What follows belongs to an exercise in optimizing a design on an open flow for small area and few clock cycles; a production flow would make more cautious choices.

==> inputs of 04-12 <==
==> flow/design.v <==
module rtmp_chunk_decoder (
    input  wire        clk,
    input  wire        rst,
    input  wire        in_valid,
    output wire        in_ready,
    input  wire [1:0]  in_kind,
    input  wire [7:0]  in_data,
    output wire        out_valid,
    input  wire        out_ready,
    output wire [2:0]  out_kind,
    output wire [16:0] out_csid,
    output wire [1:0]  out_fmt,
    output wire [31:0] out_ts,
    output wire [23:0] out_len,
    output wire [7:0]  out_type,
    output wire [31:0] out_msid,
    output wire [23:0] out_chunk_len,
    output wire        out_start,
    output wire [7:0]  out_data,
    output wire [7:0]  out_code,
    output wire [2:0]  out_phase,
    output wire        out_partial
);
    localparam NR = 7;                  
    localparam EW = 137;                
    localparam IN_BYTE   = 2'd0;
    localparam IN_EOS    = 2'd1;
    localparam IN_TFAULT = 2'd2;
    localparam IN_HSDONE = 2'd3;
    localparam EV_HDR    = 3'd0;
    localparam EV_DATA   = 3'd1;
    localparam EV_MSG    = 3'd2;
    localparam EV_FAULT  = 3'd3;
    localparam EV_CLOSED = 3'd4;
    localparam M_HS   = 2'd0;
    localparam M_EST  = 2'd1;
    localparam M_DEAD = 2'd2;
    localparam P_BH0 = 3'd0;
    localparam P_BH1 = 3'd1;
    localparam P_BH2 = 3'd2;
    localparam P_MH  = 3'd3;
    localparam P_EXT = 3'd4;
    localparam P_PAY = 3'd5;
    reg [1:0]  mode;
    reg [2:0]  phase;                   
    reg        look;                    
    reg        cscan;                   
    reg [2:0]  sc;                      
    reg        two;                     
    reg [1:0]  fmt;
    reg [16:0] csid;
    reg [3:0]  mh_n;
    reg        esc;                     
    reg [23:0] dreg;                    
    reg [23:0] crem;                    
    reg [23:0] maxc;                    
    reg [3:0]  count;                   
    reg        c_v;
    reg [16:0] c_csid;
    reg [31:0] c_ts;
    reg [23:0] c_len;
    reg [7:0]  c_type;
    reg [31:0] c_msid;
    reg [23:0] c_rem;                   
    reg [NR-1:0]    rv;
    reg [NR*EW-1:0] ring;
    reg        o_valid;
    reg [2:0]  o_kind;
    reg        pend;                    
    reg [7:0]  o_data;
    reg [2:0]  o_code;
    reg        o_start;
    reg        o_part;
    wire pop      = o_valid && out_ready;
    wire can_take = !o_valid || (out_ready && !pend);
    wire kind_ok  = (mode == M_EST) || (mode == M_HS && in_kind != IN_BYTE);
    wire ovl      = pend && mode != M_DEAD && phase == P_BH0 && in_kind == IN_BYTE && in_data[5:1] != 5'd0;
    assign in_ready = kind_ok && !look && !cscan && (can_take || (out_ready && ovl));
    wire accept   = in_valid && in_ready;
    wire [7:0] b  = in_data;
    wire [EW-1:0] cur  = {c_csid, c_ts, c_len, c_type, c_msid, c_rem};
    wire [EW-1:0] head = ring[NR*EW-1 -: EW];
    wire          h_v  = rv[NR-1];
    wire [16:0]   h_csid = head[EW-1 -: 17];
    wire [23:0]   h_rem  = head[23:0];
    wire c_hit  = c_v && c_csid == dreg[16:0];
    wire h_hit  = h_v && h_csid == dreg[16:0];
    wire look_go = look && (!o_valid || out_ready);    
    wire h_busy = |h_rem;
    wire swap   = look_go && !c_hit && sc != 3'd7 && (h_hit || (!h_v && c_v));
    wire        c_busy  = |c_rem;
    wire        len4    = (c_len == 24'd4);
    wire [23:0] rem_eff = len4 ? {21'd0, c_rem[2:0]} : c_rem;
    wire        hc_cont = (fmt == 2'd3) && c_busy;
    wire [23:0] hc_rsel = hc_cont ? rem_eff : c_len;
    wire [23:0] hc_clen = (hc_rsel < maxc) ? hc_rsel : maxc;
    wire        hc_zero = (hc_rsel == 24'd0);
    wire        hc_t1   = (phase == P_MH && fmt == 2'd1) ? (b == 8'd1) : (c_type == 8'd1);
    wire [3:0] mh_last_n = (fmt == 2'd0) ? 4'd10 : (fmt == 2'd1) ? 4'd6 : 4'd2;
    wire       mh_last   = (mh_n == mh_last_n);
    wire [23:0] tsf      = {dreg[15:0], b};
    wire       esc_now   = (mh_n == 4'd2) ? (tsf == 24'hFFFFFF) : esc;
    wire [31:0] ts_add   = {(phase == P_EXT) ? dreg[23:16] : 8'd0, tsf};
    wire [31:0] ts_new   = ((fmt == 2'd0) ? 32'd0 : c_ts) + ts_add;
    wire [23:0] crem_dec = crem - 24'd1;
    wire        cdone    = (crem == 24'd1);
    wire        mdone    = (rem_eff == 24'd1);
    wire [2:0]  r3       = c_rem[2:0];
    wire [23:0] rem_pay  = mdone ? 24'd0 :
                           len4  ? {c_rem[23:20],
                                    (r3 == 3'd2) ? b : c_rem[19:12],
                                    (r3 == 3'd3) ? b : c_rem[11:4],
                                    (r3 == 3'd4) ? (|b) : c_rem[3],
                                    r3 - 3'd1}
                                 : c_rem - 24'd1;
    wire        scs_zero = !c_rem[3] && c_rem[11:4] == 8'd0 && c_rem[19:12] == 8'd0 && b == 8'd0;
    wire        scs_bad  = !len4 || scs_zero;
    wire [23:0] scs_val  = c_rem[3] ? 24'hFFFFFF : {c_rem[11:4], c_rem[19:12], b};
    always @(posedge clk) begin
        ring <= {ring[(NR-1)*EW-1:0], swap ? cur : head};
        if (rst)
            rv <= {NR{1'b0}};
        else
            rv <= {rv[NR-2:0], swap ? c_v : h_v};
    end
    always @(posedge clk) begin
        if (rst) begin
            mode    <= M_HS;
            phase   <= P_BH0;
            look    <= 1'b0;
            cscan   <= 1'b0;
            fmt     <= 2'd0;
            csid    <= 17'd0;
            maxc    <= 24'd128;
            count   <= 4'd0;
            c_v     <= 1'b0;
            o_valid <= 1'b0;
            pend    <= 1'b0;
        end else begin
            if (pop) begin
                if (pend) begin
                    o_kind <= (mode == M_DEAD) ? EV_FAULT : EV_MSG;
                    pend   <= 1'b0;
                end else begin
                    o_valid <= 1'b0;
                end
            end
            if (swap) begin
                c_v    <= h_v;
                {c_csid, c_ts, c_len, c_type, c_msid, c_rem} <= head;
            end
            if (look_go) begin
                sc <= sc + 3'd1;
                if (c_hit || h_hit && fmt != 2'd3 || sc == 3'd7)
                    csid <= dreg[16:0];
                if (c_hit) begin
                    look <= 1'b0;
                    if (fmt != 2'd3 && c_busy) begin
                        mode    <= M_DEAD;
                        o_valid <= 1'b1;
                        o_kind  <= EV_FAULT;
                        o_code  <= 3'd5;
                    end else if (fmt != 2'd3) begin
                        phase <= P_MH;
                        mh_n  <= 4'd0;
                    end
                end else if (h_hit && fmt != 2'd3) begin
                    look <= 1'b0;
                    if (h_busy) begin
                        mode    <= M_DEAD;
                        o_valid <= 1'b1;
                        o_kind  <= EV_FAULT;
                        o_code  <= 3'd5;
                    end else begin
                        phase <= P_MH;
                        mh_n  <= 4'd0;
                    end
                end else if (sc == 3'd7) begin
                    look <= 1'b0;
                    if (fmt != 2'd0 || count[3]) begin
                        mode    <= M_DEAD;
                        o_valid <= 1'b1;
                        o_kind  <= EV_FAULT;
                        o_code  <= (fmt != 2'd0) ? 3'd3 : 3'd6;
                    end else begin
                        c_v    <= 1'b1;
                        c_csid <= dreg[16:0];
                        count  <= count + 4'd1;
                        phase  <= P_MH;
                        mh_n   <= 4'd0;
                    end
                end
            end
            if (cscan) begin
                sc <= sc + 3'd1;
                if (h_v && h_busy)
                    o_part <= 1'b1;
                if (sc == 3'd6) begin
                    cscan   <= 1'b0;
                    mode    <= M_DEAD;
                    o_valid <= 1'b1;
                    o_kind  <= EV_CLOSED;
                end
            end
            if (accept) begin
                case (in_kind)
                    IN_HSDONE: begin
                        if (mode == M_HS)
                            mode <= M_EST;
                    end
                    IN_TFAULT: begin
                        mode    <= M_DEAD;
                        o_valid <= 1'b1;
                        o_kind  <= EV_FAULT;
                        o_code  <= 3'd1;
                    end
                    IN_EOS: begin
                        if (phase == P_BH0 || phase == P_PAY) begin
                            cscan  <= 1'b1;
                            sc     <= 3'd0;
                            o_part <= c_v && c_busy;
                        end else begin
                            mode    <= M_DEAD;
                            o_valid <= 1'b1;
                            o_kind  <= EV_FAULT;
                            o_code  <= 3'd2;
                        end
                    end
                    default: begin  
                        case (phase)
                            P_BH0: begin
                                fmt <= b[7:6];
                                two <= b[0];
                                if (b[5:1] != 5'd0) begin
                                    dreg[16:0] <= {11'd0, b[5:0]};
                                    look <= 1'b1;
                                    sc   <= 3'd0;
                                end else begin
                                    csid  <= 17'd0;
                                    phase <= P_BH1;
                                end
                            end
                            P_BH1: begin
                                if (two)
                                    dreg[7:0] <= b;
                                if (!two) begin
                                    dreg[16:0] <= 17'd64 + {9'd0, b};
                                    look <= 1'b1;
                                    sc   <= 3'd0;
                                end else begin
                                    phase <= P_BH2;
                                end
                            end
                            P_BH2: begin
                                dreg[16:0] <= 17'd64 + {1'b0, b, dreg[7:0]};
                                look <= 1'b1;
                                sc   <= 3'd0;
                            end
                            P_MH: begin
                                mh_n <= mh_n + 4'd1;
                                case (mh_n)
                                    4'd0, 4'd1: dreg <= {dreg[15:0], b};
                                    4'd2: begin
                                        esc <= esc_now;
                                        if (!esc_now)
                                            c_ts <= ts_new;
                                    end
                                    4'd3: c_len[23:16] <= b;
                                    4'd4: c_len[15:8]  <= b;
                                    4'd5: c_len[7:0]   <= b;
                                    4'd6: c_type       <= b;
                                    4'd7: c_msid[7:0]  <= b;
                                    4'd8: c_msid[15:8] <= b;
                                    4'd9: c_msid[23:16] <= b;
                                    default: c_msid[31:24] <= b;
                                endcase
                                if (mh_last && esc_now) begin
                                    phase <= P_EXT;
                                    mh_n  <= 4'd0;
                                end
                            end
                            P_EXT: begin
                                mh_n <= mh_n + 4'd1;
                                dreg <= {dreg[15:0], b};
                                if (mh_n == 4'd3)
                                    c_ts <= ts_new;
                            end
                            default: begin  
                                crem    <= crem_dec;
                                c_rem   <= rem_pay;
                                o_valid <= 1'b1;
                                o_kind  <= EV_DATA;
                                o_data  <= b;
                                if (mdone && c_type == 8'd1 && scs_bad) begin
                                    mode   <= M_DEAD;
                                    pend   <= 1'b1;
                                    o_code <= 3'd7;
                                end else begin
                                    if (cdone)
                                        phase <= P_BH0;
                                    if (mdone) begin
                                        pend <= 1'b1;
                                        if (c_type == 8'd1)
                                            maxc <= scs_val;
                                    end
                                end
                            end
                        endcase
                    end
                endcase
            end
            if ((look_go && c_hit && fmt == 2'd3) ||
                (accept && in_kind == IN_BYTE &&
                 ((phase == P_MH && mh_last && !esc_now) || (phase == P_EXT && mh_n == 4'd3)))) begin
                c_rem   <= hc_cont ? c_rem : c_len;
                crem    <= hc_clen;
                o_valid <= 1'b1;
                o_kind  <= EV_HDR;
                o_start <= !hc_cont;
                if (hc_zero) begin
                    pend <= 1'b1;
                    if (hc_t1) begin
                        mode   <= M_DEAD;
                        o_code <= 3'd7;
                    end else begin
                        phase <= P_BH0;
                    end
                end else begin
                    phase <= P_PAY;
                end
            end
        end
    end
    assign out_valid     = o_valid;
    assign out_kind      = o_kind;
    assign out_csid      = csid;
    assign out_fmt       = fmt;
    assign out_ts        = c_ts;
    assign out_len       = c_len;
    assign out_type      = c_type;
    assign out_msid      = c_msid;
    assign out_chunk_len = crem;
    assign out_start     = o_start;
    assign out_data      = o_data;
    assign out_code      = {5'd0, o_code};
    assign out_phase     = phase;
    assign out_partial   = o_part;
endmodule
==> flow/run.sh <==
#!/bin/bash
# synth_recipe.tcl (not shown) runs the flow's synth.tcl, then flattens the netlist and writes it again
# the make line also repeats each setting of config.mk as NAME=value (left out here)
make -C /OpenROAD-flow-scripts/flow DESIGN_CONFIG=/design/flow/config.mk WORK_HOME=/design/flow/orfs CLKGATE_MAP_FILE= SYNTH_SCRIPT=/design/flow/synth_recipe.tcl finish
==> flow/config.mk <==
export PLATFORM = sky130hd
export DESIGN_NAME = rtmp_chunk_decoder
export DESIGN_NICKNAME = rtmp_chunk_decoder
export VERILOG_FILES = /design/flow/design.v
export SDC_FILE = /design/flow/constraint.sdc
export NUM_CORES = 4
export LEC_CHECK = 0
export ABC_AREA = 1
export CAP_MARGIN = 20
export CORE_MARGIN = 2
export CORE_UTILIZATION = 55
export CTS_BUF_LIST = sky130_fd_sc_hd__clkbuf_4 sky130_fd_sc_hd__clkbuf_8
export CTS_CLUSTER_SIZE = 30
export SLEW_MARGIN = 20
==> flow/constraint.sdc <==
create_clock -name core_clock -period 12.0 [get_ports {clk}]
set_input_delay 2.4000 -clock core_clock [delete_from_list [all_inputs] [get_ports {clk}]]
set_output_delay 2.4000 -clock core_clock [all_outputs]
set_load 0.01 [all_outputs]
==> 02-15 (differences from 04-12) <==
==> flow/design.v, changed modules only <==
module rtmp_chunk_decoder (
    input  wire        clk,
    input  wire        rst,
    input  wire        in_valid,
    output wire        in_ready,
    input  wire [1:0]  in_kind,
    input  wire [7:0]  in_data,
    output wire        out_valid,
    input  wire        out_ready,
    output wire [2:0]  out_kind,
    output wire [16:0] out_csid,
    output wire [1:0]  out_fmt,
    output wire [31:0] out_ts,
    output wire [23:0] out_len,
    output wire [7:0]  out_type,
    output wire [31:0] out_msid,
    output wire [23:0] out_chunk_len,
    output wire        out_start,
    output wire [7:0]  out_data,
    output wire [7:0]  out_code,
    output wire [2:0]  out_phase,
    output wire        out_partial
);
    localparam NR = 7;                  
    localparam EW = 137;                
    localparam IN_BYTE   = 2'd0;
    localparam IN_EOS    = 2'd1;
    localparam IN_TFAULT = 2'd2;
    localparam IN_HSDONE = 2'd3;
    localparam EV_HDR    = 3'd0;
    localparam EV_DATA   = 3'd1;
    localparam EV_MSG    = 3'd2;
    localparam EV_FAULT  = 3'd3;
    localparam EV_CLOSED = 3'd4;
    localparam M_HS   = 2'd0;
    localparam M_EST  = 2'd1;
    localparam M_DEAD = 2'd2;
    localparam P_BH0 = 3'd0;
    localparam P_BH1 = 3'd1;
    localparam P_BH2 = 3'd2;
    localparam P_MH  = 3'd3;
    localparam P_EXT = 3'd4;
    localparam P_PAY = 3'd5;
    reg [1:0]  mode;
    reg [2:0]  phase;                   
    reg        look;                    
    reg        cscan;                   
    reg [1:0]  fmt;
    reg [3:0]  mh_n;                    
    wire [2:0] sc = mh_n[2:0];
    reg [23:0] dreg;
    reg [23:0] crem;                    
    reg [23:0] maxc;                    
    reg        c_v;
    reg [16:0] c_csid;
    reg [31:0] c_ts;
    reg [23:0] c_len;
    reg [7:0]  c_type;
    reg [31:0] c_msid;
    reg [23:0] c_rem;                   
    reg [NR-1:0]    rv;
    reg [NR*EW-1:0] ring;
    reg        o_valid;
    reg [2:0]  o_kind;
    reg        pend;                    
    reg [2:0]  o_code;
    reg        o_part;
    wire pop      = o_valid && out_ready;
    wire can_take = !o_valid || (out_ready && !pend);
    wire kind_ok  = (mode == M_EST) || (mode == M_HS && in_kind != IN_BYTE);
    wire ovl      = pend && mode != M_DEAD && phase == P_BH0 && in_kind == IN_BYTE && in_data[5:1] != 5'd0;
    assign in_ready = kind_ok && !look && !cscan && (can_take || (out_ready && ovl));
    wire accept   = in_valid && in_ready;
    wire [7:0] b  = in_data;
    wire [EW-1:0] cur  = {c_csid, c_ts, c_len, c_type, c_msid, c_rem};
    wire [EW-1:0] head = ring[NR*EW-1 -: EW];
    wire          h_v  = rv[NR-1];
    wire [16:0]   h_csid = head[EW-1 -: 17];
    wire [23:0]   h_rem  = head[23:0];
    wire c_hit  = c_v && c_csid == dreg[16:0];
    wire h_hit  = h_v && h_csid == dreg[16:0];
    wire look_go = look && (!o_valid || out_ready);    
    wire h_busy = |h_rem;
    wire swap   = look_go && !c_hit && sc != 3'd7 && (h_hit || (!h_v && c_v));
    wire        c_busy  = |c_rem;
    wire        len4    = (c_len == 24'd4);
    wire [23:0] rem_eff = len4 ? {21'd0, c_rem[2:0]} : c_rem;
    wire        hc_cont = (fmt == 2'd3) && c_busy;
    wire [23:0] hc_rsel = hc_cont ? rem_eff : c_len;
    wire [24:0] hc_lt;
    assign hc_lt[0] = 1'b0;
    genvar gc;
    generate
        for (gc = 0; gc < 24; gc = gc + 1) begin : g_hc_cmp
            assign hc_lt[gc+1] = (hc_rsel[gc] ^ maxc[gc]) ? maxc[gc] : hc_lt[gc];
        end
    endgenerate
    wire [23:0] hc_clen = hc_lt[24] ? hc_rsel : maxc;
    wire        hc_zero = (hc_rsel == 24'd0);
    wire        hc_t1   = (phase == P_MH && fmt == 2'd1) ? (b == 8'd1) : (c_type == 8'd1);
    wire [3:0] mh_last_n = (fmt == 2'd0) ? 4'd10 : (fmt == 2'd1) ? 4'd6 : 4'd2;
    wire       mh_last   = (mh_n == mh_last_n);
    wire [23:0] tsf      = {dreg[15:0], b};
    wire       esc_now   = (mh_n == 4'd2) ? (tsf == 24'hFFFFFF) : dreg[23];
    wire [31:0] ts_add   = {(phase == P_EXT) ? dreg[23:16] : 8'd0, tsf};
    wire [31:0] ts_base  = (fmt == 2'd0) ? 32'd0 : c_ts;
    wire [24:0] ts_cy;
    wire [8:0]  ts_c0, ts_c1;
    wire [7:0]  ts_s0, ts_s1;
    wire [31:0] ts_new;
    assign ts_cy[0] = 1'b0;
    assign ts_c0[0] = 1'b0;
    assign ts_c1[0] = 1'b1;
    genvar gi;
    generate
        for (gi = 0; gi < 24; gi = gi + 1) begin : g_ts_add
            assign ts_new[gi]  = ts_base[gi] ^ ts_add[gi] ^ ts_cy[gi];
            assign ts_cy[gi+1] = (ts_base[gi] & ts_add[gi]) | (ts_cy[gi] & (ts_base[gi] ^ ts_add[gi]));
        end
        for (gi = 0; gi < 8; gi = gi + 1) begin : g_ts_top
            assign ts_s0[gi]   = ts_base[24+gi] ^ ts_add[24+gi] ^ ts_c0[gi];
            assign ts_c0[gi+1] = (ts_base[24+gi] & ts_add[24+gi]) | (ts_c0[gi] & (ts_base[24+gi] ^ ts_add[24+gi]));
            assign ts_s1[gi]   = ts_base[24+gi] ^ ts_add[24+gi] ^ ts_c1[gi];
            assign ts_c1[gi+1] = (ts_base[24+gi] & ts_add[24+gi]) | (ts_c1[gi] & (ts_base[24+gi] ^ ts_add[24+gi]));
        end
    endgenerate
    assign ts_new[31:24] = ts_cy[24] ? ts_s1 : ts_s0;
    wire [23:0] crem_dec = crem - 24'd1;
    wire        cdone    = (crem == 24'd1);
    wire        mdone    = (rem_eff == 24'd1);
    wire [2:0]  r3       = c_rem[2:0];
    wire [23:0] rem_pay  = mdone ? 24'd0 :
                           len4  ? {c_rem[23:20],
                                    (r3 == 3'd2) ? b : c_rem[19:12],
                                    (r3 == 3'd3) ? b : c_rem[11:4],
                                    (r3 == 3'd4) ? (|b) : c_rem[3],
                                    r3 - 3'd1}
                                 : c_rem - 24'd1;
    wire        scs_zero = !c_rem[3] && c_rem[11:4] == 8'd0 && c_rem[19:12] == 8'd0 && b == 8'd0;
    wire        scs_bad  = !len4 || scs_zero;
    wire [23:0] scs_val  = c_rem[3] ? 24'hFFFFFF : {c_rem[11:4], c_rem[19:12], b};
    always @(posedge clk) begin
        ring <= {ring[(NR-1)*EW-1:0], swap ? cur : head};
        if (rst)
            rv <= {NR{1'b0}};
        else
            rv <= {rv[NR-2:0], swap ? c_v : h_v};
    end
    always @(posedge clk) begin
        if (rst) begin
            mode    <= M_HS;
            phase   <= P_BH0;
            look    <= 1'b0;
            cscan   <= 1'b0;
            fmt     <= 2'd0;
            maxc    <= 24'd128;
            c_v     <= 1'b0;
            o_valid <= 1'b0;
            pend    <= 1'b0;
        end else begin
            if (pop) begin
                if (pend) begin
                    o_kind <= (mode == M_DEAD) ? EV_FAULT : EV_MSG;
                    pend   <= 1'b0;
                end else begin
                    o_valid <= 1'b0;
                end
            end
            if (swap) begin
                c_v    <= h_v;
                {c_csid, c_ts, c_len, c_type, c_msid, c_rem} <= head;
            end
            if (look_go) begin
                mh_n <= mh_n + 4'd1;
                if (c_hit) begin
                    look <= 1'b0;
                    if (fmt != 2'd3 && c_busy) begin
                        mode    <= M_DEAD;
                        o_valid <= 1'b1;
                        o_kind  <= EV_FAULT;
                        o_code  <= 3'd5;
                    end else if (fmt != 2'd3) begin
                        phase <= P_MH;
                        mh_n  <= 4'd0;
                    end
                end else if (h_hit && fmt != 2'd3) begin
                    look <= 1'b0;
                    if (h_busy) begin
                        mode    <= M_DEAD;
                        o_valid <= 1'b1;
                        o_kind  <= EV_FAULT;
                        o_code  <= 3'd5;
                    end else begin
                        phase <= P_MH;
                        mh_n  <= 4'd0;
                    end
                end else if (sc == 3'd7) begin
                    look <= 1'b0;
                    if (fmt != 2'd0 || c_v) begin
                        mode    <= M_DEAD;
                        o_valid <= 1'b1;
                        o_kind  <= EV_FAULT;
                        o_code  <= (fmt != 2'd0) ? 3'd3 : 3'd6;
                    end else begin
                        c_v    <= 1'b1;
                        c_csid <= dreg[16:0];
                        phase  <= P_MH;
                        mh_n   <= 4'd0;
                    end
                end
            end
            if (cscan) begin
                mh_n <= mh_n + 4'd1;
                if (h_v && h_busy)
                    o_part <= 1'b1;
                if (sc == 3'd6) begin
                    cscan   <= 1'b0;
                    mode    <= M_DEAD;
                    o_valid <= 1'b1;
                    o_kind  <= EV_CLOSED;
                end
            end
            if (accept) begin
                case (in_kind)
                    IN_HSDONE: begin
                        if (mode == M_HS)
                            mode <= M_EST;
                    end
                    IN_TFAULT: begin
                        mode    <= M_DEAD;
                        o_valid <= 1'b1;
                        o_kind  <= EV_FAULT;
                        o_code  <= 3'd1;
                    end
                    IN_EOS: begin
                        if (phase == P_BH0 || phase == P_PAY) begin
                            cscan  <= 1'b1;
                            mh_n   <= 4'd0;
                            o_part <= c_v && c_busy;
                        end else begin
                            mode    <= M_DEAD;
                            o_valid <= 1'b1;
                            o_kind  <= EV_FAULT;
                            o_code  <= 3'd2;
                        end
                    end
                    default: begin  
                        case (phase)
                            P_BH0: begin
                                fmt <= b[7:6];
                                dreg[8] <= b[0];
                                if (b[5:1] != 5'd0) begin
                                    dreg[16:0] <= {11'd0, b[5:0]};
                                    look <= 1'b1;
                                    mh_n <= 4'd0;
                                end else begin
                                    phase <= P_BH1;
                                end
                            end
                            P_BH1: begin
                                if (dreg[8])
                                    dreg[7:0] <= b;
                                if (!dreg[8]) begin
                                    dreg[16:0] <= 17'd64 + {9'd0, b};
                                    look <= 1'b1;
                                    mh_n <= 4'd0;
                                end else begin
                                    phase <= P_BH2;
                                end
                            end
                            P_BH2: begin
                                dreg[16:0] <= 17'd64 + {1'b0, b, dreg[7:0]};
                                look <= 1'b1;
                                mh_n <= 4'd0;
                            end
                            P_MH: begin
                                mh_n <= mh_n + 4'd1;
                                case (mh_n)
                                    4'd0, 4'd1: dreg <= {dreg[15:0], b};
                                    4'd2: begin
                                        dreg[23] <= esc_now;
                                        if (!esc_now)
                                            c_ts <= ts_new;
                                    end
                                    4'd3: c_len[23:16] <= b;
                                    4'd4: c_len[15:8]  <= b;
                                    4'd5: c_len[7:0]   <= b;
                                    4'd6: c_type       <= b;
                                    4'd7: c_msid[7:0]  <= b;
                                    4'd8: c_msid[15:8] <= b;
                                    4'd9: c_msid[23:16] <= b;
                                    default: c_msid[31:24] <= b;
                                endcase
                                if (mh_last && esc_now) begin
                                    phase <= P_EXT;
                                    mh_n  <= 4'd0;
                                end
                            end
                            P_EXT: begin
                                mh_n <= mh_n + 4'd1;
                                dreg <= {dreg[15:0], b};
                                if (mh_n == 4'd3)
                                    c_ts <= ts_new;
                            end
                            default: begin  
                                crem    <= crem_dec;
                                c_rem   <= rem_pay;
                                o_valid <= 1'b1;
                                o_kind  <= EV_DATA;
                                dreg[7:0] <= b;
                                if (mdone && c_type == 8'd1 && scs_bad) begin
                                    mode   <= M_DEAD;
                                    pend   <= 1'b1;
                                    o_code <= 3'd7;
                                end else begin
                                    if (cdone)
                                        phase <= P_BH0;
                                    if (mdone) begin
                                        pend <= 1'b1;
                                        if (c_type == 8'd1)
                                            maxc <= scs_val;
                                    end
                                end
                            end
                        endcase
                    end
                endcase
            end
            if ((look_go && c_hit && fmt == 2'd3) ||
                (accept && in_kind == IN_BYTE &&
                 ((phase == P_MH && mh_last && !esc_now) || (phase == P_EXT && mh_n == 4'd3)))) begin
                c_rem   <= hc_cont ? c_rem : c_len;
                crem    <= hc_clen;
                o_valid <= 1'b1;
                o_kind  <= EV_HDR;
                dreg[23] <= !hc_cont;
                if (hc_zero) begin
                    pend <= 1'b1;
                    if (hc_t1) begin
                        mode   <= M_DEAD;
                        o_code <= 3'd7;
                    end else begin
                        phase <= P_BH0;
                    end
                end else begin
                    phase <= P_PAY;
                end
            end
        end
    end
    assign out_valid     = o_valid;
    assign out_kind      = o_kind;
    wire f_miss = (o_code == 3'd3 || o_code == 3'd6);
    wire f_zero = ((phase == P_BH1 || phase == P_BH2) && !o_code[2] && o_code != 3'd3) || !c_v;
    assign out_csid      = (o_kind == EV_FAULT && f_miss) ? dreg[16:0] :
                           (o_kind == EV_FAULT && f_zero) ? 17'd0 : c_csid;
    assign out_fmt       = fmt;
    assign out_ts        = c_ts;
    assign out_len       = c_len;
    assign out_type      = c_type;
    assign out_msid      = c_msid;
    assign out_chunk_len = crem;
    assign out_start     = dreg[23];
    assign out_data      = dreg[7:0];
    assign out_code      = {5'd0, o_code};
    assign out_phase     = phase;
    assign out_partial   = o_part;
endmodule
==> flow/flow/run.sh (new file) <==
#!/bin/bash
# The standard layout, with the port buffers made of the smallest buffer
# cell instead of the one buffer_ports picks by default.
set -euo pipefail
export BUFFER_PORTS_ARGS="-buffer_cell sky130_fd_sc_hd__buf_1"
bash standard.sh > standard_flow.log 2>&1
==> flow/standard.sh (new file) <==
#!/bin/bash
# synth_recipe.tcl (not shown) runs the flow's synth.tcl, then flattens the netlist and writes it again
# the make line also repeats each setting of config.mk as NAME=value (left out here)
make -C /OpenROAD-flow-scripts/flow DESIGN_CONFIG=/design/flow/config.mk WORK_HOME=/design/flow/orfs CLKGATE_MAP_FILE= SYNTH_SCRIPT=/design/flow/synth_recipe.tcl "${@:-finish}"
==> flow/config.mk (replaced) <==
export PLATFORM = sky130hd
export DESIGN_NAME = rtmp_chunk_decoder
export DESIGN_NICKNAME = rtmp_chunk_decoder
export VERILOG_FILES = /design/flow/design.v
export SDC_FILE = /design/flow/constraint.sdc
export NUM_CORES = 4
export LEC_CHECK = 0
export CAP_MARGIN = 20
export CORE_MARGIN = 2
export CORE_UTILIZATION = 40
export CTS_BUF_LIST = sky130_fd_sc_hd__clkbuf_16
export CTS_CLUSTER_DIAMETER = 80
export CTS_CLUSTER_SIZE = 30
export SLEW_MARGIN = 20
removed: flow/run.sh
==> impl_metrics.env <==
export IMPL_nMultiInputCombCells=2284
export IMPL_worstSetupStartpoint="in_data[1]"
export IMPL_synth_mux_area_frac=0
export IMPL_power_density_mw_per_mm2=176
export IMPL_status="timing/DRC/antenna clean"
export IMPL_multiInputGateArea_mm2=0.0114
export IMPL_wirelength_um=102000
export IMPL_dr_wl_met3_um=6050
export IMPL_vias=28300
export IMPL_critPathMaxStageDelay_ns=0.76
export IMPL_required_ns=9.60
the above is filed under 04-12

==> impl_metrics.env <==
export IMPL_fin_ws_ns=-0.780
export IMPL_pwr_share_seq=0.642
export IMPL_vias=23000
export IMPL_synth_mux_area_frac=0.0278
export IMPL_wirelength_um=88600
export IMPL_dr_wl_met3_um=5660
export IMPL_status="complete, but fails checks"
export IMPL_violations="negative setup slack"
export IMPL_required_ns=12.41
export IMPL_worstSetupStartpoint="in_data[0]"
export IMPL_finalSetupViolCount=3
the above is filed under 02-15

Function was not checked in any run of this note: the RTL went through the layout flow alone.

[separate check: timing with driven ports]
The results above use ideal ports. As a check the final layouts listed here were re-extracted and re-timed, cells and wires unchanged. Step 1 assumes that a clkbuf_16 drives the clock port and a buf_2 every other input. Step 2 moves the port delays by t, midway between the first and last clock arrival at a register: inputs arrive t later, outputs are due t later. That takes back most of the time a late clock gives input paths. a / b / c = ideal ports / drivers / drivers and shift; a / b = the first two.
| run | t (ns) | setup WS [ns] | pins driven straight from the clock port |
|---|---|---|---|
| 04-12 | 0.895 | 4.929 / 4.907 / 4.907 | 1 |
| 02-15 | 0.700 | -0.780 / -0.777 / -1.476 | 1 |
For 02-15, which loses most, drivers alone change the setup slack by +0.003 ns; drivers and shift together by -0.696 ns.
